Context: an optimization exercise on an open-source flow, tuned for small area. The choices shown serve that exercise and are no tape-out recipe. Function was not checked in any run shown here: the RTL went through the layout flow alone.

## flow/standard.sh

```bash
#!/bin/bash
# synth_recipe.tcl (not shown) runs the flow's synth.tcl, then flattens the netlist and writes it again
# the make line also repeats each setting of config.mk as NAME=value (left out here)
make -C /OpenROAD-flow-scripts/flow DESIGN_CONFIG=/design/flow/config.mk WORK_HOME=/design/flow/orfs CLKGATE_MAP_FILE= SYNTH_SCRIPT=/design/flow/synth_recipe.tcl "${@:-finish}"
```

## flow/constraint.sdc

```tcl
create_clock -name core_clock -period 10.0 [get_ports {clk}]
set_input_delay 2.0000 -clock core_clock [delete_from_list [all_inputs] [get_ports {clk}]]
set_output_delay 2.0000 -clock core_clock [all_outputs]
set_load 0.01 [all_outputs]
```

## flow/design.v

```verilog
module jnr10_core (
    input  wire        clk,
    input  wire        rst,           
    output reg         mem_req,
    output reg         mem_we,
    output wire [15:0] mem_addr,
    output wire [7:0]  mem_wdata,
    input  wire        mem_ready,
    input  wire [7:0]  mem_rdata,
    output wire        halted,
    output wire        faulted,
    output wire [1:0]  fault_kind,    
    output wire [15:0] fault_info,
    input  wire [3:0]  dbg_sel,       
    output wire [15:0] dbg_data
);
    localparam OP_NOP   = 5'h00, OP_HALT = 5'h01, OP_MOV  = 5'h02, OP_LOAD = 5'h03,
               OP_STORE = 5'h04, OP_ADD  = 5'h05, OP_SUB  = 5'h06, OP_AND  = 5'h07,
               OP_OR    = 5'h08, OP_XOR  = 5'h09, OP_CMP  = 5'h0A, OP_SHL  = 5'h0B,
               OP_SHR   = 5'h0C, OP_JMP  = 5'h0D, OP_JZ   = 5'h0E, OP_JNZ  = 5'h0F,
               OP_JC    = 5'h10, OP_JNC  = 5'h11, OP_JN   = 5'h12, OP_CALL = 5'h13,
               OP_RET   = 5'h14, OP_PUSH = 5'h15, OP_POP  = 5'h16, OP_IN   = 5'h17,
               OP_OUT   = 5'h18;
    localparam S_FC    = 5'd0,  S_F0    = 5'd1,  S_F1    = 5'd2,  S_DEC  = 5'd3,
               S_X0    = 5'd4,  S_X1    = 5'd5,  S_E     = 5'd6,  S_IP0  = 5'd7,
               S_IP1   = 5'd8,  S_ACHK  = 5'd9,  S_ALU   = 5'd10, S_SHF  = 5'd11,
               S_WL0   = 5'd12, S_WL1   = 5'd13, S_WL2   = 5'd14, S_WL3  = 5'd15,
               S_PU5   = 5'd16, S_LD0   = 5'd17, S_LD1   = 5'd18, S_PO3  = 5'd19,
               S_MVT   = 5'd20, S_J1    = 5'd21, S_J2    = 5'd22,
               S_HALT  = 5'd24, S_FA    = 5'd25, S_FI    = 5'd26, S_FS   = 5'd27,
               S_INIT0 = 5'd29, S_INIT1 = 5'd30, S_INIT2 = 5'd31;
    localparam P_SP = 4'd8, P_PC = 4'd9, P_ZERO = 4'd11;
    localparam Y_K = 2'd0, Y_T = 2'd1, Y_NT = 2'd2;
    reg [15:0] r0, r1, r2, r3, r4, r5, r6, r7;
    reg [15:0] sp, pc;
    reg [3:0]  flags;            
    reg [4:0]  st;
    reg [15:0] ir;
    reg [15:0] t;
    reg [7:0]  b;
    wire [4:0] op   = ir[15:11];
    wire [2:0] mode = ir[10:8];
    wire [2:0] rd   = ir[7:5];
    wire [2:0] rs   = ir[4:2];
    assign halted     = (st == S_HALT);
    wire   stopped    = (st[4:2] == 3'b110);
    assign faulted    = stopped && (st[1:0] != 2'b00);
    assign fault_kind = st[1:0];
    assign fault_info = t;
    reg legal, tw;
    always @(*) begin
        legal = 1'b0;
        tw    = 1'b0;
        case (op)
            OP_NOP, OP_HALT, OP_RET, OP_PUSH, OP_POP:
                legal = (mode == 3'd0);
            OP_MOV, OP_ADD, OP_SUB, OP_AND, OP_OR, OP_XOR, OP_CMP, OP_SHL, OP_SHR: begin
                legal = (mode == 3'd0) || (mode == 3'd1);
                tw    = (mode == 3'd1);
            end
            OP_LOAD, OP_STORE: begin
                legal = (mode == 3'd2) || (mode == 3'd3) || (mode == 3'd4);
                tw    = 1'b1;
            end
            OP_JMP, OP_JZ, OP_JNZ, OP_JC, OP_JNC, OP_JN, OP_CALL: begin
                legal = (mode == 3'd5);
                tw    = 1'b1;
            end
            OP_IN, OP_OUT: begin
                legal = (mode == 3'd2) || (mode == 3'd3);
                tw    = 1'b1;
            end
            default: ;
        endcase
    end
    reg cond;
    always @(*) begin
        case (op)
            OP_JZ:   cond = flags[0];
            OP_JNZ:  cond = !flags[0];
            OP_JC:   cond = flags[2];
            OP_JNC:  cond = !flags[2];
            OP_JN:   cond = flags[1];
            default: cond = 1'b1;     
        endcase
    end
    wire is_stack_w = (op == OP_CALL) || (op == OP_PUSH);
    wire is_shift   = (op == OP_SHL) || (op == OP_SHR);
    wire is_io_op   = (op == OP_IN) || (op == OP_OUT);
    reg  [3:0]  usel;
    reg  [1:0]  ysel;
    reg  [2:0]  kc;
    reg         cin;
    reg  [4:0]  nst;
    reg         t_s, t_m, t_z, t_dec;     
    reg         b_m, b_lo, b_hi;          
    reg         ir_ld;
    reg         w_rd, w_sp, w_pc, w_all;
    reg  [2:0]  wsrc;                     
    reg         fl_we;
    reg         fl_arith, fl_shift;
    wire [15:0] p;
    wire [15:0] s;
    wire        s_ones = &s;
    wire sp_low  = (p < 16'h1002);
    wire sp_high = (p > 16'h7FFD);
    wire t_big   = (t > 16'd16);
    wire t_io    = (t[15:8] == 8'hF0);
    wire c_call = (op == OP_CALL);
    wire c_ret  = (op == OP_RET);
    wire c_push = (op == OP_PUSH);
    wire c_pop  = (op == OP_POP);
    wire c_out  = (op == OP_OUT);
    wire c_in   = (op == OP_IN);
    wire c_ld   = (op == OP_LOAD);
    wire c_st   = (op == OP_STORE);
    wire c_mov  = (op == OP_MOV);
    wire c_halt = (op == OP_HALT);
    wire c_shl  = (op == OP_SHL);
    wire c_sh   = c_shl || (op == OP_SHR);
    wire c_alu  = (op >= OP_ADD) && (op <= OP_SHR);
    wire c_jmp  = (op >= OP_JMP) && (op <= OP_CALL);    
    wire c_mem  = c_ld || c_st || c_in || c_out;
    wire c_stk  = c_call || c_push;
    wire c_wr   = c_st || c_out || c_stk;
    wire c_rd   = c_ld || c_in || c_pop || c_ret;
    reg  f_a, f_i, f_s, loop;
    always @(*) begin
        usel  = P_ZERO;
        ysel  = Y_K;
        kc    = 3'd0;
        cin   = 1'b0;
        t_s = 1'b0; t_m = 1'b0; t_z = 1'b0; t_dec = 1'b0;
        b_m = 1'b0; b_lo = 1'b0; b_hi = 1'b0;
        ir_ld = 1'b0;
        w_rd = 1'b0; w_sp = 1'b0; w_pc = 1'b0; w_all = 1'b0;
        wsrc = 3'd0;
        fl_we = 1'b0; fl_arith = 1'b0; fl_shift = 1'b0;
        mem_req = 1'b0;
        mem_we  = 1'b0;
        f_a = 1'b0; f_i = 1'b0; f_s = 1'b0; loop = 1'b0;
        case (st)
            S_INIT0:                         
                w_all = 1'b1;
            S_INIT1: begin                   
                kc   = 3'd6;
                wsrc = 3'd5;
                w_sp = 1'b1;
            end
            S_INIT2: begin                   
                usel = P_SP;
                kc   = 3'd1;
                w_pc = 1'b1;
            end
            S_FC: begin                      
                usel = P_PC;
                t_s  = 1'b1;
                f_a  = s_ones;
            end
            S_F0: begin
                usel = P_PC;
                mem_req = 1'b1;
                b_m  = 1'b1;
            end
            S_F1: begin
                usel = P_PC;
                kc   = 3'd1;
                mem_req = 1'b1;
                ir_ld = 1'b1;
                t_m   = 1'b1;
            end
            S_DEC: begin                     
                usel = P_PC;
                kc   = 3'd2;
                f_i  = !legal;
                if (tw) begin
                    t_s = s_ones;
                    f_a = s_ones;
                end
            end
            S_X0: begin
                usel = P_PC;
                kc   = 3'd2;
                mem_req = tw;
                b_m = 1'b1;
            end
            S_X1: begin
                usel = P_PC;
                kc   = 3'd3;
                mem_req = tw;
                t_m = tw;
            end
            S_E: begin
                if (c_stk || c_pop || c_ret)
                    usel = P_SP;
                else if (mode[1:0] == 2'b00)
                    usel = {1'b0, rs};
                ysel = (mode == 3'd0) ? Y_K : Y_T;
                w_rd = c_mov;
                t_s  = c_alu || c_pop || c_ret || (c_mem && (mode == 3'd4));
                if (c_stk) begin
                    f_s = sp_low;
                    t_s = sp_low;
                end
                if (c_pop || c_ret)
                    f_s = sp_high;
                f_a = c_mem && (mode == 3'd3) && s_ones;
            end
            S_IP0: begin
                ysel = Y_T;
                mem_req = c_mem && (mode == 3'd3);
                b_m = 1'b1;
            end
            S_IP1: begin
                ysel = Y_T;
                cin  = 1'b1;
                mem_req = c_mem && (mode == 3'd3);
                t_m = mem_req;
            end
            S_ACHK: begin
                ysel = Y_T;
                f_a  = c_mem && ((c_in || c_out) ? !t_io : s_ones);
            end
            S_ALU: if (c_alu) begin
                usel = {1'b0, rd};
                ysel = Y_T;
                fl_we = 1'b1;
                w_rd = 1'b1;
                case (op)
                    OP_ADD:
                        fl_arith = 1'b1;
                    OP_SUB, OP_CMP: begin
                        ysel = Y_NT;
                        cin  = 1'b1;
                        w_rd = (op == OP_SUB);
                        fl_arith = 1'b1;
                    end
                    OP_AND: wsrc = 3'd1;
                    OP_OR:  wsrc = 3'd2;
                    OP_XOR: wsrc = 3'd3;
                    default: begin           
                        ysel = Y_K;
                        if (t_big)
                            usel = P_ZERO;
                    end
                endcase
            end
            S_SHF: begin
                usel = {1'b0, rd};
                wsrc = c_shl ? 3'd4 : 3'd5;
                if (c_sh && !t_big && (t[4:0] != 5'd0)) begin
                    loop     = 1'b1;
                    w_rd     = 1'b1;
                    fl_we    = 1'b1;
                    fl_shift = 1'b1;
                    t_dec    = 1'b1;
                end
            end
            S_WL0, S_WL2: begin              
                if (c_call) begin
                    usel = P_PC;
                    kc   = 3'd4;
                end else
                    usel = {1'b0, rd};
                b_lo = !st[1];
                b_hi = st[1];
            end
            S_WL1: begin
                if (c_stk) begin
                    usel = P_SP;
                    kc   = 3'd5;
                end else
                    ysel = Y_T;
                mem_req = c_wr;
                mem_we  = 1'b1;
            end
            S_WL3: begin
                if (c_stk) begin
                    usel = P_SP;
                    kc   = 3'd6;
                end else begin
                    ysel = Y_T;
                    cin  = 1'b1;
                end
                mem_req = c_wr && !c_out;
                mem_we  = 1'b1;
            end
            S_PU5: begin                     
                usel = P_SP;
                kc   = 3'd5;
                w_sp = c_stk;
            end
            S_LD0: begin
                ysel = Y_T;
                mem_req = c_rd;
                b_m = 1'b1;
            end
            S_LD1: begin
                ysel = Y_T;
                cin  = 1'b1;
                mem_req = c_rd && !c_in;
                t_m = mem_req;
                t_z = c_in;
            end
            S_PO3: begin
                usel = P_SP;
                kc   = 3'd2;
                w_sp = c_pop || c_ret;
            end
            S_MVT: begin
                ysel = Y_T;
                w_pc = c_ret;
                w_rd = c_ld || c_in || c_pop;
            end
            S_J1: begin
                usel = P_PC;
                kc   = tw ? 3'd4 : 3'd2;
                w_pc = !c_ret;
            end
            S_J2: begin
                usel = P_PC;
                ysel = Y_T;
                w_pc = c_jmp && cond;
            end
            default: ;                       
        endcase
        if (stopped || loop || (mem_req && !mem_ready))
            nst = st;
        else if (f_a)
            nst = S_FA;
        else if (f_i)
            nst = S_FI;
        else if (f_s)
            nst = S_FS;
        else if (st == S_J1 && c_halt)
            nst = S_HALT;
        else if (st == S_J2)
            nst = S_FC;
        else
            nst = st + 5'd1;
        if (mem_req && !mem_ready) begin     
            t_m = 1'b0;
            b_m = 1'b0;
            ir_ld = 1'b0;
        end
    end
    wire [3:0] psel = stopped ? dbg_sel : usel;
    reg  [15:0] pm;
    always @(*) begin
        case (psel)
            4'd0:    pm = r0;
            4'd1:    pm = r1;
            4'd2:    pm = r2;
            4'd3:    pm = r3;
            4'd4:    pm = r4;
            4'd5:    pm = r5;
            4'd6:    pm = r6;
            4'd7:    pm = r7;
            4'd8:    pm = sp;
            4'd9:    pm = pc;
            4'd10:   pm = {12'h000, flags};
            default: pm = 16'h0000;
        endcase
    end
    assign p = pm;
    assign dbg_data = pm;
    reg [15:0] kv;
    always @(*) begin
        case (kc)
            3'd1:    kv = 16'h0001;
            3'd2:    kv = 16'h0002;
            3'd3:    kv = 16'h0003;
            3'd4:    kv = 16'h0004;
            3'd5:    kv = 16'hFFFE;
            3'd6:    kv = 16'hFFFF;
            default: kv = 16'h0000;
        endcase
    end
    wire [15:0] y = (ysel == Y_T) ? t : (ysel == Y_NT) ? ~t : kv;
    wire kill  = (wsrc == 3'd1) || (wsrc == 3'd2) || (wsrc == 3'd3);
    wire sel_s = (wsrc == 3'd0) || (wsrc == 3'd2) || (wsrc == 3'd3);
    wire sel_c = (wsrc == 3'd1) || (wsrc == 3'd2);
    wire sel_l = (wsrc == 3'd4);
    wire sel_r = (wsrc == 3'd5);
    reg  [16:0] c;
    reg  [15:0] sr;
    integer i;
    always @(*) begin
        c[0] = cin;
        for (i = 0; i < 16; i = i + 1) begin
            sr[i]    = p[i] ^ y[i] ^ (c[i] & !kill);
            c[i + 1] = (p[i] & y[i]) | ((c[i] & !kill) & (p[i] ^ y[i]));
        end
    end
    assign s = sr;
    wire cout = c[16];
    wire [15:0] wb = ({16{sel_s}} & s) | ({16{sel_c}} & c[16:1])
                   | ({16{sel_l}} & {s[14:0], 1'b0}) | ({16{sel_r}} & {1'b0, s[15:1]});
    wire f_z = (wb == 16'h0000);
    wire f_n = wb[15];
    wire f_c = fl_arith ? (cout ^ cin) : fl_shift ? ((op == OP_SHL) ? s[15] : s[0]) : 1'b0;
    wire f_v = fl_arith ? ((p[15] == y[15]) && (s[15] != p[15])) : 1'b0;
    assign mem_addr  = s;
    assign mem_wdata = b;
    wire [7:0] rsel = w_all ? 8'hFF : (w_rd ? (8'd1 << rd) : 8'd0);
    always @(posedge clk) begin
        if (rsel[0]) r0 <= wb;
        if (rsel[1]) r1 <= wb;
        if (rsel[2]) r2 <= wb;
        if (rsel[3]) r3 <= wb;
        if (rsel[4]) r4 <= wb;
        if (rsel[5]) r5 <= wb;
        if (rsel[6]) r6 <= wb;
        if (rsel[7]) r7 <= wb;
        if (w_sp) sp <= wb;
        if (w_pc) pc <= wb;
        if (ir_ld) ir <= {mem_rdata, b};
        if (t_s)
            t <= s;
        else if (t_m)
            t <= {mem_rdata, b};
        else if (t_z)
            t <= {8'h00, b};
        else if (t_dec)
            t[4:0] <= t[4:0] - 5'd1;
        if (b_m)
            b <= mem_rdata;
        else if (b_lo)
            b <= s[7:0];
        else if (b_hi)
            b <= s[15:8];
    end
    always @(posedge clk) begin
        if (rst) begin
            st    <= S_INIT0;
            flags <= 4'h0;
        end else begin
            st <= nst;
            if (fl_we)
                flags <= {f_v, f_c, f_n, f_z};
        end
    end
endmodule
```

## flow/flow/run.sh

```bash
#!/bin/bash
# Standard ORFS layout; only the port buffers use the smallest buffer cell.
export BUFFER_PORTS_ARGS="-buffer_cell sky130_fd_sc_hd__buf_1"
bash standard.sh > standard.log 2>&1
```

## flow/config.mk

```make
export PLATFORM = sky130hd
export DESIGN_NAME = jnr10_core
export DESIGN_NICKNAME = jnr10_core
export VERILOG_FILES = /design/flow/design.v
export SDC_FILE = /design/flow/constraint.sdc
export NUM_CORES = 4
export LEC_CHECK = 0
export ABC_AREA = 1
export CAP_MARGIN = 20
export CORE_MARGIN = 2
export CORE_UTILIZATION = 40
export PLACE_DENSITY = 0.6
export SLEW_MARGIN = 20
```

==> results of run 1 <==
worst max-delay path by stage:
stage                     from           end  slack, ps  cells after the start
detailed placement  dbg_sel[2]  mem_addr[15]      -2600                     57
finish              dbg_sel[2]  mem_addr[15]      -2630                     56
global route             st[1]  mem_addr[15]      -2930                     62
floorplan           dbg_sel[2]  mem_addr[15]      -2200                     56
CTS                 dbg_sel[0]  mem_addr[15]      -2480                     56
global placement    dbg_sel[2]  mem_addr[15]      -2430                     57
layer usage:
layer  wire (µm)  up-vias
li1            -     5250
met1       18300     5373
met2       19200      555
met3        3670       75
met4        1110        0
met5           0        -
logic make-up after synthesis:
family,after synthesis,synth area share [%]
xor+xnor,4,0.294
flops,207,51.4
buf+inv,223,8.32
simple gates,692,26.1
fa+ha+maj,25,3.63
compound gates,187,10.2
synth_stat cells (all sizes together):
cell type  instances
a2111oi            1
a211oi             3
a21boi             1
a21oi             18
a221o              8
a221oi             3
a22oi              5
a311oi             3
a31oi              4
a32o               1
a41oi              1
and3               2
buf               34
clkbuf            14
clkinv             1
dfxtp              9
edfxtp           198
fa                16
ha                 9
inv              174
nand2            272
nand3            179
nand4              9
nor2             202
nor3              13
nor4              13
o2111ai            4
o211ai            23
o21ai             74
o21bai             1
o221ai             1
o22ai             24
o2bb2ai            1
o31ai              3
o41ai              8
or2                2
xnor2              1
xor2               3
area by class of cell:
type	count	area, µm²
fill	2694	13400
inverter	175	682
tap	390	488
timing repair inverter	4	35.0
timing repair buffer	348	2480
multi-input combinational	909	5350
clock inverter	17	263
sequential	207	6130
clock buffer	26	608
registers in the layout, indices dropped and copies added (netlist names), 14 cells and up:
signal	flops
ir	14
pc	16
r0	16
r1	16
r2	16
r3	16
r4	16
r5	16
r6	16
r7	16
sp	16
t	16
tightest hold or removal path, stage by stage (launching register included):
cell     delay [ps]
dfxtp_1         330
nand2_1          70
a21oi_1          60
stage by stage:
step	instances	hold WS [ps]	instance area, µm²	setup WS, ps
2_1_floorplan	1338	439	12100	-2200
3_3_place_gp	1993	502	14400	-2430
3_5_place_dp	1993	498	14400	-2600
4_1_cts	2056	511	15600	-2480
5_1_grt	2076	530	16000	-2930
6_report	2076	511	16000	-2630
what timing repair did:
action                                  4_1_cts  5_1_grt
endpoints found under the setup margin       89      101
pin swaps                                    13       19
cloned                                        7        0
buffers inserted                             14       19
gates resized for setup                      87       68
==> results.sh, run 1 <==
export IMPL_outcome="complete, but fails checks"
export IMPL_so_violations="negative setup slack"
export IMPL_clk_pin_slew_ps=60
export IMPL_grtUsageMet1_pct=37.8
export IMPL_hold_violations=0
export IMPL_synth_area_um2=11900
export IMPL_final_nets=1709
export IMPL_fmax_ghz=0.0792
export IMPL_synth_area_leaders="edfxtp_1 (50%), nand2_1 (8.2%), nand3_1 (7.1%), nor2_1 (5.7%), inv_1 (5.2%)"
export IMPL_final_common_cell="buf_4"
export IMPL_die_w_um=177
export IMPL_vias=11300
export IMPL_ant_nets=0
export IMPL_drive_above_1_share_pct=30.7
export IMPL_worst_path_max_fanout=4
export IMPL_syn_nets=1378
export IMPL_numCtsBuffers=24
export IMPL_tritoncts="built"
export IMPL_fin_crit_sh_pct=126
export IMPL_setup_ws_ps=-2630
export IMPL_drc=0
export IMPL_min_path_type="reg -> reg"
export IMPL_grt_ovfl_total=0
export IMPL_setup_violations=89
export IMPL_wl_um=42300
export IMPL_reg2reg_slack_ps=-1620
export IMPL_grt_use_total_pct=26.4
export IMPL_cts_hold_fix_buffers=0
export IMPL_cp_required_ps=8000
export IMPL_gp_congestion=0.948
export IMPL_syn_inst=1338
export IMPL_synthDistinctLibCells=54
export IMPL_grt_pass1_wl_um=61800
export IMPL_report_final_slew_viol_count=0
export IMPL_dr_pass1_iters=6
export IMPL_area_delta_synth_final_pct=34.6
export IMPL_synth_warnings=1
export IMPL_grt_use_met2_pct=41.4
export IMPL_die_y_um=177
export IMPL_cts_buffer_depth=3
export IMPL_drt_iter0_drc=1127
export IMPL_top_usage_layer="met2"
export IMPL_dpl_hpwl_um=29700
export IMPL_arrival_ps=10630
export IMPL_yosysTopAreaCell="edfxtp_1"
export IMPL_yosys_area_top_type_share_pct=49.9
export IMPL_grt_pass1_vias=10500
export IMPL_rsz0062_at_grt="yes"
export IMPL_avgRoutedWirePerCell_um=20.4
export IMPL_n_antenna_cell=0
export IMPL_initial_core_util_pct=40.4
export IMPL_whs_endpoint="flags[3]"
export IMPL_crit_family="adder cells"
export IMPL_startpoint_type="primary input"
export IMPL_synth_seq_area_share_pct=51.4
export IMPL_path_buf_inv=18
export IMPL_min_from="flags[3]"
export IMPL_maxCapViolations=0
export IMPL_htree_levels=1
export IMPL_worstMarginPinSlew_ps=1060
export IMPL_clkLatencyLatePin_ps=550
export IMPL_hold_depth=2
export IMPL_cp_slowest_cell="fa_2"
export IMPL_mostFrequentLayoutCells="buf_4 (250), nand2_1 (243), edfxtp_1 (198)"
export IMPL_rows=63
export IMPL_cts_root_buf="clkbuf_16"
export IMPL_setup_tns_ps=-108850
export IMPL_avgSynthCellArea_um2=8.90
export IMPL_slew_headroom_pct=29.1
export IMPL_io_pins=77
export IMPL_met3_usage_pct=4.67
export IMPL_slowest_delay_ps=590
export IMPL_antenna_found_initial=0
export IMPL_r2r_end="t[5]"
export IMPL_fp_coreArea_um2=29500
export IMPL_dieArea_um2=31200
export IMPL_reg2reg_from="st[1]"
export IMPL_crit_type="in -> out"
export IMPL_ys_seq_elements=207
export IMPL_via_per_inst=5.42
export IMPL_io_buffers=76
export IMPL_cts_sinks=207
export IMPL_cp_end_kind="output port"
export IMPL_reg2reg_depth=74
export IMPL_skew_ps=29.4
export IMPL_period_minus_slack_ps=12630
export IMPL_grt_start_max_net_pins=33
export IMPL_fin_util_pct=54.4
==> run 2: changes to the inputs <==
--- a/flow/design.v
+++ b/flow/design.v
@@ -23,8 +23,8 @@
                OP_OUT   = 5'h18;
-    localparam S_FC    = 5'd0,  S_F0    = 5'd1,  S_F1    = 5'd2,  S_DEC  = 5'd3,
-               S_X0    = 5'd4,  S_X1    = 5'd5,  S_E     = 5'd6,  S_IP0  = 5'd7,
-               S_IP1   = 5'd8,  S_ACHK  = 5'd9,  S_ALU   = 5'd10, S_SHF  = 5'd11,
-               S_WL0   = 5'd12, S_WL1   = 5'd13, S_WL2   = 5'd14, S_WL3  = 5'd15,
-               S_PU5   = 5'd16, S_LD0   = 5'd17, S_LD1   = 5'd18, S_PO3  = 5'd19,
-               S_MVT   = 5'd20, S_J1    = 5'd21, S_J2    = 5'd22,
+    localparam S_F0    = 5'd0,  S_F1    = 5'd1,  S_X0    = 5'd2,  S_X1   = 5'd3,
+               S_ESTK  = 5'd4,  S_EMA   = 5'd5,  S_EM3   = 5'd6,  S_IP0  = 5'd7,
+               S_IP1   = 5'd8,  S_EM4   = 5'd9,  S_ACHK  = 5'd10, S_ALU  = 5'd11,
+               S_SHF   = 5'd12, S_WL0   = 5'd13, S_WL1   = 5'd14, S_WL2  = 5'd15,
+               S_WL3   = 5'd16, S_PU5   = 5'd17, S_LD0   = 5'd18, S_LD1  = 5'd19,
+               S_PO3   = 5'd20, S_MVT   = 5'd21, S_J1    = 5'd22, S_J2   = 5'd23,
                S_HALT  = 5'd24, S_FA    = 5'd25, S_FI    = 5'd26, S_FS   = 5'd27,
@@ -154,10 +154,7 @@
             end
-            S_FC: begin                      
-                usel = P_PC;
-                t_s  = 1'b1;
-                f_a  = s_ones;
-            end
             S_F0: begin
                 usel = P_PC;
-                mem_req = 1'b1;
+                t_s  = 1'b1;                 
+                f_a  = s_ones;
+                mem_req = !s_ones;
                 b_m  = 1'b1;
@@ -171,3 +168,3 @@
             end
-            S_DEC: begin                     
+            S_X0: begin                      
                 usel = P_PC;
@@ -175,13 +172,9 @@
                 f_i  = !legal;
-                if (tw) begin
+                if (legal && tw) begin
                     t_s = s_ones;
                     f_a = s_ones;
+                    mem_req = !s_ones;
+                    b_m = 1'b1;
                 end
             end
-            S_X0: begin
-                usel = P_PC;
-                kc   = 3'd2;
-                mem_req = tw;
-                b_m = 1'b1;
-            end
             S_X1: begin
@@ -192,10 +185,4 @@
             end
-            S_E: begin
-                if (c_stk || c_pop || c_ret)
-                    usel = P_SP;
-                else if (mode[1:0] == 2'b00)
-                    usel = {1'b0, rs};
-                ysel = (mode == 3'd0) ? Y_K : Y_T;
-                w_rd = c_mov;
-                t_s  = c_alu || c_pop || c_ret || (c_mem && (mode == 3'd4));
+            S_ESTK: begin                    
+                usel = P_SP;
                 if (c_stk) begin
@@ -204,5 +191,16 @@
                 end
-                if (c_pop || c_ret)
+                if (c_pop || c_ret) begin
                     f_s = sp_high;
-                f_a = c_mem && (mode == 3'd3) && s_ones;
+                    t_s = 1'b1;
+                end
+            end
+            S_EMA: begin                     
+                usel = mode[0] ? P_ZERO : {1'b0, rs};
+                ysel = mode[0] ? Y_T : Y_K;
+                w_rd = c_mov;
+                t_s  = c_alu;
+            end
+            S_EM3: begin                     
+                ysel = Y_T;
+                f_a  = c_mem && (mode == 3'd3) && s_ones;
             end
@@ -219,2 +217,7 @@
             end
+            S_EM4: begin                     
+                usel = {1'b0, rs};
+                ysel = Y_T;
+                t_s  = c_mem && (mode == 3'd4);
+            end
             S_ACHK: begin
@@ -337,3 +340,3 @@
         else if (st == S_J2)
-            nst = S_FC;
+            nst = S_F0;
         else
@@ -379,21 +382,16 @@
     wire [15:0] y = (ysel == Y_T) ? t : (ysel == Y_NT) ? ~t : kv;
-    wire kill  = (wsrc == 3'd1) || (wsrc == 3'd2) || (wsrc == 3'd3);
-    wire sel_s = (wsrc == 3'd0) || (wsrc == 3'd2) || (wsrc == 3'd3);
-    wire sel_c = (wsrc == 3'd1) || (wsrc == 3'd2);
-    wire sel_l = (wsrc == 3'd4);
-    wire sel_r = (wsrc == 3'd5);
-    reg  [16:0] c;
-    reg  [15:0] sr;
-    integer i;
+    wire [16:0] sum = {1'b0, p} + {1'b0, y} + {16'h0000, cin};
+    assign s = sum[15:0];
+    wire cout = sum[16];
+    reg [15:0] wb;
     always @(*) begin
-        c[0] = cin;
-        for (i = 0; i < 16; i = i + 1) begin
-            sr[i]    = p[i] ^ y[i] ^ (c[i] & !kill);
-            c[i + 1] = (p[i] & y[i]) | ((c[i] & !kill) & (p[i] ^ y[i]));
-        end
+        case (wsrc)
+            3'd1:    wb = p & y;
+            3'd2:    wb = p | y;
+            3'd3:    wb = p ^ y;
+            3'd4:    wb = {s[14:0], 1'b0};
+            3'd5:    wb = {1'b0, s[15:1]};
+            default: wb = s;
+        endcase
     end
-    assign s = sr;
-    wire cout = c[16];
-    wire [15:0] wb = ({16{sel_s}} & s) | ({16{sel_c}} & c[16:1])
-                   | ({16{sel_l}} & {s[14:0], 1'b0}) | ({16{sel_r}} & {1'b0, s[15:1]});
     wire f_z = (wb == 16'h0000);
==> flow/run.sh (new file) <==
#!/bin/bash
# synth_recipe.tcl (not shown) runs the flow's synth.tcl, then flattens the netlist and writes it again
# the make line also repeats each setting of config.mk as NAME=value (left out here)
make -C /OpenROAD-flow-scripts/flow DESIGN_CONFIG=/design/flow/config.mk WORK_HOME=/design/flow/orfs CLKGATE_MAP_FILE= SYNTH_SCRIPT=/design/flow/synth_recipe.tcl finish
removed: flow/flow/run.sh
removed: flow/standard.sh
==> run 2 against run 1 <==
  * The run now finishes clean
  * Cell count decreased by 4.3%
  * Critical path depth decreased by 26
  * Hold slack got worse by 15 ps
  * Critical endpoint is now mem_req
==> results.sh, run 2 <==
export IMPL_htree_levels=1
export IMPL_grt_ovfl_total=0
export IMPL_synthArstFlopShare_pct=0
export IMPL_initial_core_util_pct=40.8
export IMPL_setup_tns_ps=0
export IMPL_synth_edff_count=198
export IMPL_slowest_delay_ps=540
export IMPL_die_y_um=181
export IMPL_worst_path_stages=30
export IMPL_cts_root_buf="clkbuf_16"
export IMPL_worstMarginPinSlew_ps=1170
export IMPL_worst_path_max_fanout=10
export IMPL_wl_um=41700
export IMPL_crit_family="simple AND/OR/NAND/NOR gates"
export IMPL_ant_nets=0
export IMPL_yosysTopAreaCell="edfxtp_1"
export IMPL_reg2reg_depth=38
export IMPL_drt_iter0_drc=1055
export IMPL_post_route_cell_area_um2=14800
export IMPL_clkLatencyLatePin_ps=560
export IMPL_reg2reg_slack_ps=2370
export IMPL_cp_end_kind="output port"
export IMPL_synth_flop_cell="edfxtp_1"
export IMPL_gp_congestion=0.948
export IMPL_avgRoutedWirePerCell_um=21.0
export IMPL_crit_type="in -> out"
export IMPL_io_buffers=76
export IMPL_drc=0
export IMPL_syn_inst=1458
export IMPL_grt_pass1_vias=10400
export IMPL_cts_sinks=207
export IMPL_setup_violations=0
export IMPL_ys_top_cells_by_count="nand2_1 (348), edfxtp_1 (198), inv_1 (183), nor2_1 (169), nand3_1 (110)"
export IMPL_cp_slowest_cell="clkdlybuf4s50_1"
export IMPL_synth_seq_area_share_pct=49.0
export IMPL_min_path_type="reg -> reg"
export IMPL_rsz0062_at_grt="no"
export IMPL_die_w_um=181
export IMPL_grt_use_total_pct=25.2
export IMPL_dieArea_um2=32700
export IMPL_placed_area_um2=13900
export IMPL_fin_util_pct=48.2
export IMPL_fin_crit_sh_pct=94.8
export IMPL_cp_required_ps=8000
export IMPL_synth_warnings=1
export IMPL_final_common_cell="nand2_1"
export IMPL_maxCapViolations=0
export IMPL_dr_pass1_iters=5
export IMPL_cts_buffer_depth=3
export IMPL_skew_ps=20.8
export IMPL_fp_coreArea_um2=30700
export IMPL_antenna_found_initial=0
export IMPL_final_nets=1629
export IMPL_yosys_area_top_type_share_pct=47.5
export IMPL_rows=64
export IMPL_n_antenna_cell=0
export IMPL_report_final_slew_viol_count=0
export IMPL_hold_violations=0
export IMPL_outcome="no timing/DRC/antenna violations"
export IMPL_clk_pin_slew_ps=60
export IMPL_period_minus_slack_ps=9480
export IMPL_via_per_inst=5.44
export IMPL_drive_above_1_share_pct=11.9
export IMPL_synth_most_common_cell="nand2_1"
export IMPL_vias=10800
export IMPL_fmax_ghz=0.105
export IMPL_ys_seq_elements=207
export IMPL_grt_start_max_net_pins=35
export IMPL_io_pins=77
export IMPL_crit_path_frequent_cell="nand3_1"
export IMPL_grt_pass1_wl_um=63300
export IMPL_synth_area_leaders="edfxtp_1 (48%), nand2_1 (10%), inv_1 (5.5%), nor2_1 (5.1%), nand3_1 (4.4%)"
export IMPL_mostFrequentLayoutCells="nand2_1 (348), edfxtp_1 (198), inv_1 (182)"
export IMPL_area_delta_synth_final_pct=18.1
export IMPL_slew_headroom_pct=21.8
export IMPL_syn_nets=1515
export IMPL_n_fill_cell=2952
export IMPL_path_buf_inv=7
export IMPL_numCtsBuffers=25
export IMPL_synthDistinctLibCells=60
export IMPL_hold_depth=2
export IMPL_tritoncts="built"
export IMPL_avgSynthCellArea_um2=8.58
export IMPL_startpoint_type="primary input"
export IMPL_dpl_hpwl_um=31200
export IMPL_arrival_ps=7480
export IMPL_synth_area_um2=12500
==> run 2: stage by stage <==
stage / std cells / hold WS [ps] / setup WS [ps]
final: 1987 / 496 / 517
after global routing: 1987 / 510 / 17.1
after floorplan: 1458 / 445 / 1850
after global placement: 1932 / 482 / 417
after CTS: 1978 / 492 / 226
after detailed placement: 1932 / 483 / 270
==> run 2: worst register-to-register path, delay by kind of cell (launching register included) <==
family                   cells  cell delay, ps
adder cells (fa/ha/maj)      1             380
AO/OA/AOI/OAI               10            1700
XOR/XNOR                     1             210
AND/OR/NAND/NOR             18            3280
flip-flops                   1             440
buffers and inverters        8            1280
==> run 2: final timing paths <==
check | end | startpoint
setup / recovery | mem_req | dbg_sel[3]
hold / removal | flags[3] | flags[3]
setup reg to reg | t[5] | ir[11]
hold reg to reg | flags[3] | flags[3]
==> run 2: cell type report <==
cell class	instances	area (µm²)	share of cell area [%]
clock buffer	26	629	4.26
clock inverter	20	176	1.19
inverter	211	800	5.41
multi-input combinational	1007	5450	36.9
sequential	207	6130	41.5
tap	396	495	3.35
timing repair buffer	120	1100	7.47
==> run 2: cell families after synthesis <==
family                     count (synthesis)  share of synthesized area (%)
xor gates and xnor gates                  16                           1.12
and+or+nand+nor                          735                           26.4
adders and majority gates                 42                           4.32
buffers and inverters                    244                           8.09
AOI/OAI and AO/OA                        214                           11.1
DFF                                      207                           49.0
==> run 2: what timing repair did <==
item                                    CTS  global route
endpoints found under the setup margin    0             1
buffers inserted                          0             9
hold buffers                              0             0
hold endpoints to repair                  0             0
resized for setup                         0             3
==> run 2: metal layers <==
layer | routed length (µm) | GRT usage, %
met5 | 0 | 0
met4 | 1170 | 7.68
met3 | 3650 | 5.64
met2 | 18400 | 38.5
met1 | 18500 | 35.7

-- port drivers added, routing unchanged --
No port has a modelled driver above. Below, the same layouts with a new extraction and two added sets of constraints.
Step 1, drivers: a clkbuf_16 drives clk and a buf_2 each remaining input, both assumed.
Step 2 moves the port delays by t, midway between the first and last clock arrival at a register: inputs arrive t later, outputs are due t later. That takes back most of the time a late clock gives input paths.
Three values: ideal, step 1, step 2; two values: the first two.
| run | t (ns) | setup slack, ns | pins driven straight from the clock port |
|---|---|---|---|
| run 1 | 0.583 | -2.626 / -2.651 / -2.651 | 1 |
| run 2 | 0.593 | 0.517 / 0.477 / 0.477 | 1 |
The setup slack of run 2, which loses most, moves by -0.040 ns with the drivers and by -0.040 ns with both steps.
